This design comes from an exercise in tuning for a short achievable clock period and few clock cycles per item on the open sky130 flow, not from production work. Function not checked in this run: the RTL went through the layout flow alone. Power is estimated from default activity; no workload was simulated.

===== design/flow/run.sh =====
#!/bin/bash
# synth_recipe.tcl (not shown) runs the flow's synth.tcl, then flattens the netlist and writes it again
# the make line also repeats each setting of config.mk as NAME=value (left out here)
make -C /OpenROAD-flow-scripts/flow DESIGN_CONFIG=/design/flow/config.mk WORK_HOME=/design/flow/orfs CLKGATE_MAP_FILE= SYNTH_SCRIPT=/design/flow/synth_recipe.tcl finish

===== design/flow/config.mk =====
export PLATFORM = sky130hd
export DESIGN_NAME = fht8v_ook_codec
export DESIGN_NICKNAME = fht8v_ook_codec
export VERILOG_FILES = /design/flow/design.v
export SDC_FILE = /design/flow/constraint.sdc
export NUM_CORES = 4
export LEC_CHECK = 0
export CAP_MARGIN = 20
export CORE_MARGIN = 2
export CORE_UTILIZATION = 40
export SLEW_MARGIN = 20

===== design/flow/constraint.sdc =====
create_clock -name core_clock -period 5.0 [get_ports {clk}]
set_input_delay 1.0000 -clock core_clock [delete_from_list [all_inputs] [get_ports {clk}]]
set_output_delay 1.0000 -clock core_clock [all_outputs]
set_load 0.01 [all_outputs]

===== design/flow/design.v =====
module ook_encoder (
  input  wire        clk,
  input  wire        rst,
  input  wire        in_valid,
  output wire        in_ready,
  input  wire [47:0] in_msg,       
  output reg         out_valid,
  input  wire        out_ready,
  output reg  [7:0]  out_byte,
  output reg         out_last
);
  localparam S_IDLE = 2'd0, S_PRE = 2'd1, S_BODY = 2'd2;
  localparam SEG_SYNC = 2'd0, SEG_DATA = 2'd1, SEG_TRAIL = 2'd2, SEG_DONE = 2'd3;
  reg [1:0]  state;
  reg [47:0] msg;        
  reg [2:0]  pre_cnt;    
  reg [1:0]  seg;
  reg [3:0]  seg_cnt;    
  reg [2:0]  byte_idx;   
  reg [13:0] acc;        
  reg [3:0]  cnt;
  assign in_ready = (state == S_IDLE);
  wire out_free = !out_valid || out_ready;
  wire [7:0] cur_byte = msg[47:40];
  reg        sym_bit;
  always @(*) begin
    case (seg)
      SEG_SYNC: sym_bit = (seg_cnt == 4'd12);
      SEG_DATA: sym_bit = (seg_cnt == 4'd8) ? ^cur_byte : cur_byte[3'd7 - seg_cnt[2:0]];
      default:  sym_bit = 1'b0;
    endcase
  end
  wire [3:0] sym_len  = sym_bit ? 4'd6 : 4'd4;
  wire [5:0] sym_bits = sym_bit ? 6'b111000 : 6'b001100;
  wire       take   = (cnt >= 4'd8) && out_free;
  wire [3:0] cnt1   = take ? (cnt - 4'd8) : cnt;
  wire       more   = (seg != SEG_DONE);
  wire       add    = more && (cnt1 < 4'd8);
  wire       flush  = !more && !take && (cnt != 4'd0) && out_free;
  wire [13:0] acc_sh     = acc >> (cnt - 4'd8);
  wire [13:0] acc_pad    = acc << (4'd8 - cnt);
  wire [7:0]  take_byte  = acc_sh[7:0];
  wire [7:0]  flush_byte = acc_pad[7:0];
  always @(posedge clk) begin
    if (rst) begin
      state     <= S_IDLE;
      out_valid <= 1'b0;
      out_last  <= 1'b0;
      out_byte  <= 8'd0;
      pre_cnt   <= 3'd0;
      seg       <= SEG_SYNC;
      seg_cnt   <= 4'd0;
      byte_idx  <= 3'd0;
      cnt       <= 4'd0;
      acc       <= 14'd0;
      msg       <= 48'd0;
    end else begin
      if (out_valid && out_ready)
        out_valid <= 1'b0;
      case (state)
        S_IDLE: begin
          if (in_valid) begin
            msg      <= in_msg;
            state    <= S_PRE;
            pre_cnt  <= 3'd0;
            seg      <= SEG_SYNC;
            seg_cnt  <= 4'd0;
            byte_idx <= 3'd0;
            cnt      <= 4'd0;
          end
        end
        S_PRE: begin
          if (out_free) begin
            out_valid <= 1'b1;
            out_byte  <= 8'hAA;
            out_last  <= 1'b0;
            pre_cnt   <= pre_cnt + 3'd1;
            if (pre_cnt == 3'd3)
              state <= S_BODY;
          end
        end
        S_BODY: begin
          if (take) begin
            out_valid <= 1'b1;
            out_byte  <= take_byte;
            out_last  <= !more && (cnt1 == 4'd0);
            if (!more && cnt1 == 4'd0)
              state <= S_IDLE;
          end else if (flush) begin
            out_valid <= 1'b1;
            out_byte  <= flush_byte;
            out_last  <= 1'b1;
            state     <= S_IDLE;
          end
          if (add) begin
            acc <= (acc << sym_len) | {8'd0, sym_bits};
            cnt <= cnt1 + sym_len;
            case (seg)
              SEG_SYNC: begin
                if (seg_cnt == 4'd12) begin
                  seg     <= SEG_DATA;
                  seg_cnt <= 4'd0;
                end else
                  seg_cnt <= seg_cnt + 4'd1;
              end
              SEG_DATA: begin
                if (seg_cnt == 4'd8) begin
                  seg_cnt  <= 4'd0;
                  msg      <= {msg[39:0], 8'd0};
                  byte_idx <= byte_idx + 3'd1;
                  if (byte_idx == 3'd5)
                    seg <= SEG_TRAIL;
                end else
                  seg_cnt <= seg_cnt + 4'd1;
              end
              SEG_TRAIL: begin
                if (seg_cnt == 4'd1) begin
                  seg     <= SEG_DONE;
                  seg_cnt <= 4'd0;
                end else
                  seg_cnt <= seg_cnt + 4'd1;
              end
              default: ;
            endcase
          end else if (flush) begin
            cnt <= 4'd0;
          end else begin
            cnt <= cnt1;
          end
        end
        default: state <= S_IDLE;
      endcase
    end
  end
endmodule
module ook_decoder (
  input  wire        clk,
  input  wire        rst,
  input  wire        in_valid,
  output wire        in_ready,
  input  wire [7:0]  in_byte,      
  input  wire        in_last,
  input  wire        in_strict,
  output wire        res_valid,
  input  wire        res_ready,
  output wire [47:0] res_msg,      
  output wire [1:0]  res_err       
);
  localparam S_DEC = 2'd0, S_DRAIN = 2'd1, S_RES = 2'd2;
  localparam E_OK = 2'd0, E_FRAMING = 2'd1, E_TRUNC = 2'd2, E_PARITY = 2'd3;
  reg [1:0]  state;
  reg [15:0] chips;      
  reg [4:0]  cnt;        
  reg        ended;      
  reg        strict;
  reg        synced;
  reg [3:0]  nbit;       
  reg [7:0]  acc;
  reg [2:0]  nbyte;
  reg [47:0] msg;
  reg [1:0]  err;
  assign in_ready  = ((state == S_DEC) && !ended && (cnt <= 5'd8)) || (state == S_DRAIN);
  assign res_valid = (state == S_RES);
  assign res_msg   = msg;
  assign res_err   = err;
  wire load = in_valid && in_ready;
  wire is0   = (cnt >= 5'd4) && (chips[15:12] == 4'b1100);
  wire is1   = !is0 && (cnt >= 5'd6) && (chips[15:10] == 6'b111000);
  wire bad   = !is0 && !is1 && ((cnt >= 5'd6) || (ended && cnt >= 5'd4));
  wire trunc = !is0 && ended && (cnt < 5'd4);
  wire step  = (state == S_DEC) && (is0 || is1);
  wire bit_v = is1;
  wire [4:0]  used     = is0 ? 5'd4 : (is1 ? 5'd6 : 5'd0);
  wire [15:0] chips_c  = step ? (chips << used) : chips;
  wire [4:0]  cnt_c    = step ? (cnt - used) : cnt;
  wire [15:0] chips_in = {in_byte, 8'd0} >> cnt_c;
  wire parity_ok  = (bit_v == ^acc);
  wire byte_done  = step && synced && (nbit == 4'd8);
  wire par_fail   = byte_done && strict && !parity_ok;
  wire msg_done   = byte_done && !par_fail && (nbyte == 3'd5);
  wire finish     = (state == S_DEC) && (bad || trunc || par_fail || msg_done);
  wire ended_n    = ended || (load && in_last);
  always @(posedge clk) begin
    if (rst) begin
      state  <= S_DEC;
      chips  <= 16'd0;
      cnt    <= 5'd0;
      ended  <= 1'b0;
      strict <= 1'b0;
      synced <= 1'b0;
      nbit   <= 4'd0;
      acc    <= 8'd0;
      nbyte  <= 3'd0;
      msg    <= 48'd0;
      err    <= E_OK;
    end else begin
      case (state)
        S_DEC: begin
          if (load) begin
            chips  <= chips_c | chips_in;
            cnt    <= cnt_c + 5'd8;
            strict <= in_strict;
            if (in_last)
              ended <= 1'b1;
          end else begin
            chips <= chips_c;
            cnt   <= cnt_c;
          end
          if (step) begin
            if (!synced) begin
              if (bit_v)
                synced <= 1'b1;
            end else if (nbit != 4'd8) begin
              acc  <= {acc[6:0], bit_v};
              nbit <= nbit + 4'd1;
            end else if (!par_fail) begin
              msg   <= {msg[39:0], acc};
              nbyte <= nbyte + 3'd1;
              nbit  <= 4'd0;
            end
          end
          if (finish) begin
            if (bad)           err <= E_FRAMING;
            else if (trunc)    err <= E_TRUNC;
            else if (par_fail) err <= E_PARITY;
            else               err <= E_OK;
            state <= ended_n ? S_RES : S_DRAIN;
          end
        end
        S_DRAIN: begin
          if (load && in_last)
            state <= S_RES;
        end
        S_RES: begin
          if (res_ready) begin
            state  <= S_DEC;
            chips  <= 16'd0;
            cnt    <= 5'd0;
            ended  <= 1'b0;
            synced <= 1'b0;
            nbit   <= 4'd0;
            acc    <= 8'd0;
            nbyte  <= 3'd0;
          end
        end
        default: state <= S_DEC;
      endcase
    end
  end
endmodule
module fht8v_ook_codec (
  input  wire        clk,
  input  wire        rst,
  input  wire        enc_in_valid,
  output wire        enc_in_ready,
  input  wire [47:0] enc_in_msg,
  output wire        enc_out_valid,
  input  wire        enc_out_ready,
  output wire [7:0]  enc_out_byte,
  output wire        enc_out_last,
  input  wire        dec_in_valid,
  output wire        dec_in_ready,
  input  wire [7:0]  dec_in_byte,
  input  wire        dec_in_last,
  input  wire        dec_in_strict,
  output wire        dec_out_valid,
  input  wire        dec_out_ready,
  output wire [47:0] dec_out_msg,
  output wire [1:0]  dec_out_err
);
  ook_encoder u_enc (
    .clk(clk), .rst(rst),
    .in_valid(enc_in_valid), .in_ready(enc_in_ready), .in_msg(enc_in_msg),
    .out_valid(enc_out_valid), .out_ready(enc_out_ready),
    .out_byte(enc_out_byte), .out_last(enc_out_last)
  );
  ook_decoder u_dec (
    .clk(clk), .rst(rst),
    .in_valid(dec_in_valid), .in_ready(dec_in_ready), .in_byte(dec_in_byte),
    .in_last(dec_in_last), .in_strict(dec_in_strict),
    .res_valid(dec_out_valid), .res_ready(dec_out_ready),
    .res_msg(dec_out_msg), .res_err(dec_out_err)
  );
endmodule

==> flow_summary.ini <==
[critical_path]
slowest_delay_ns = 0.53
cpMaxStageDelayCell = dfxtp_1
critical-path-top-delay-family = simple AND/OR/NAND/NOR gates
startpoint = u_dec.chips[13]$_SDFFE_PP0P_
crit_required_ns = 5.29
path_class = reg2reg
cp.arrival_ns = 3.88
critical_path.startpoint_type = register
path_buf_inv = 2
reg2reg_from = u_dec.chips[13]$_SDFFE_PP0P_
worstPathMaxFanout = 14
cp-end-kind = register
cp_cell_sequence = or3b_1, or3_4, clkinv_1, ha_1, fa_1, a32oi_1, buf_4, mux2_2, a221oi_1, o32ai_1

[floorplanning]
start_util_pct = 40.7
rows = 55
die-area_um2 = 24200
core-area_um2 = 22600
ioPinCount = 127
die_x_um = 155
die_h_um = 155

[synth]
synth_edf_count = 0
yosysUniqueCellTypes = 85
async_flop_share_pct = 0
netlist_area_um2 = 9180
ys_seq_elements = 176
synthCells = 1123
syn_nets = 1211
ys.flop_type = dfxtp_1
synth_area_per_cell_um2 = 8.17
seq_area_frac_synth_pct = 38.4
ys_warn_count = 2

[sta]
period_share_pct = 71.7
fin_worst_skew_ns = 0.0179
hold_viol = 0
relSlewSlack_pct = 41.9
fmax_mhz = 279
whs_ns = 0.454
finalCriticalPeriod_ns = 3.59
setup_tns_ns = 0
rsz0062_at_grt = no
finalSetupViolCount = 0
slew_violations = 0
worstMarginPinSlew_ns = 0.871

[final_layout]
seqCellArea_um2 = 3520
nets = 1292
fin_area_um2 = 11200
drive_gt1_share_pct = 6.33
diodes = 0
fill_cells = 2176
utilization_pct = 49.6
layout_common_cells = nand2_1, dfxtp_1, clkdlybuf4s50_1
multi_input_area_um2 = 5230
area_delta_synth_final_pct = 21.9

[clock_tree]
root_buffer = clkbuf_16
cts-resized-gates = 0
postCtsSetupBuffers = 0
insertion_delay_ns = 0.44
clkTransAtPathRegs_ns = 0.09
cts_made_buffers = 17
hold_buffers = 0
tritoncts = done
cts.sinks = 176
htreeDepth = 4
ctsLongestPathBuffers = 2

[route]
ant_nets = 0
drt-vias-per-instance = 5.47
routed_wl_um = 24100
drt-pass1-iter-count = 7
vias = 8222
drt-initial-drc-count = 512
drc_errors = 0
wl_per_cell_um = 16.0

[placed_design]
hpwl_um = 16600
placed_area_um2 = 10600
routabilityCongestion = 0.911
port_buffers = 126

[global_routing]
grt-ovfl-total = 0
grt_usage_pct = 19.7
grt_pass1_vias = 7627
antenna_found_initial = 0
grt_max_degree = 112
grt_pass1_wl_um = 39000

[run]
maxCapViolCount = 0

[status]
status = no timing/DRC/antenna violations

[power_and_ir_drop]
vdd_drop_max_uv = 211
p_leak_nw = 3.76
power_density_nw_per_um2 = 431

[worst_hold_path]
min_path_type = reg2reg
min_from = u_enc.msg[4]$_SDFFE_PP0P_
-- power by group --
part / internal (W) / leakage, nW / switching [W]
Clock: 0.000689 / 0.293 / 0.000658
Sequential: 0.00164 / 1.43 / 0.000219
Combinational: 0.000670 / 2.03 / 0.000951
-- logic make-up (layout without fill, tap and decap cells) --
group,count (synthesis),after routing,synth area share [%]
buffers and inverters,105,199,4.77
DFF,176,176,38.4
and+or+nand+nor,410,410,20.2
AOI/OAI and AO/OA,313,313,22.5
xor gates and xnor gates,18,18,1.88
adders and majority gates,24,24,3.35
muxes,77,77,8.90
-- synthesized netlist by cell type (4+ instances only) --
cell type	count	area share, %
and2_1	11	0.75
o22ai_1	9	0.61
inv_1	30	1.2
a211oi_1	43	3.5
ha_1	23	3.1
mux2_2	7	0.86
nor3_1	16	0.87
xnor2_1	15	1.4
mux2i_1	67	7.3
o31ai_1	5	0.41
buf_2	11	0.60
nor2b_1	6	0.41
clkbuf_1	55	2.2
a31oi_1	11	0.75
a21oi_1	124	6.8
nand4_1	10	0.68
a311oi_1	4	0.38
a32o_1	4	0.44
a2bb2oi_1	4	0.38
o21ai_0	33	1.8
nor3b_1	7	0.57
o21a_1	7	0.57
nand2_1	176	7.2
a21o_1	4	0.33
nand3b_1	8	0.65
and3b_1	4	0.38
nand3_1	32	1.7
o211ai_1	10	0.82
a22oi_1	5	0.41
nor2_1	108	4.4
a32oi_1	4	0.38
dfxtp_1	176	38
nand2b_1	9	0.61
-- final timing paths --
path,endpoint,slack (ns),depth (start not counted)
worst max-delay path,u_dec.chips[7]$_SDFFE_PP0P_,1.41,10
worst min-delay path,u_enc.msg[4]$_SDFFE_PP0P_,0.45,2
worst max register to register,u_dec.chips[7]$_SDFFE_PP0P_,1.41,10
worst min register to register,u_enc.msg[4]$_SDFFE_PP0P_,0.45,2
-- stage by stage --
| step | total power [W] | worst slack (ns) | instances |
|---|---|---|---|
| finish | 0.00482 | 1.41 | 1502 |
| CTS | 0.00486 | 1.42 | 1502 |
| global route | 0.00512 | 1.21 | 1502 |
| global placement | 0.00350 | 1.55 | 1470 |
| detailed placement | 0.00350 | 1.42 | 1470 |
| floorplan | 0.00301 | 1.82 | 1123 |
-- flip-flops by register name, summed over array words and instances (netlist names), 2 cells and up --
register,cells
u_dec.chips,16
u_enc.seg,2
u_dec.acc,8
u_enc.state,2
u_dec.nbit,4
u_dec.cnt,4
u_enc.seg_cnt,4
u_dec.nbyte,3
u_enc.cnt,3
u_dec.msg,48
u_enc.msg,48
u_enc.pre_cnt,3
u_dec.err,2
u_enc.acc,11
u_enc.out_byte,8
u_enc.byte_idx,3
u_dec.state,2
-- routing by layer --
layer	routed length, um	GRT usage, %	part of all wire, %	vias up
li1	-	-	-	4178
met1	11400	26.8	47	3822
met2	11100	31.5	46	204
met3	1390	4.37	5.8	18
met4	284	5.42	1.2	0
met5	0	0	0	-
-- layout make-up --
class	instances	share of cell area (%)
clock buffers	18	3.92
clock inverters	14	1.44
well taps	285	3.19
repair buffers	136	12.1
inverters	31	1.04
flip-flops and latches	176	31.5
multi-input cells	842	46.8
-- worst min-delay path, stage by stage, from the launching register on --
cell and delay, ns:
dfxtp_1 0.31, nand2_1 0.05, a21oi_1 0.05

==> separate check: timing with driven ports <==
In the flow no input, the clock included, has a driving cell. The finished layout below was timed again as built, in two steps. Step 1, drivers: a clkbuf_16 drives clk and a buf_2 each remaining input, both assumed. Step 2 moves the port delays by t, midway between the first and last clock arrival at a register: inputs arrive t later, outputs are due t later. That takes back most of the time a late clock gives input paths. Slacks: no drivers / after step 1 / after step 2; pairs: no drivers / after step 1.
shift t [ns]: 0.475
slack for setup (ns): 1.414 / 1.414 / 1.414
worst hold slack (ns): 0.454 / 0.454 / 0.454
clock arrival spread, ns: 0.018 / 0.019
After both steps setup and hold are still met in this run. The setup slack of this run moves by 0.000 ns with the drivers and by 0.000 ns with both steps.
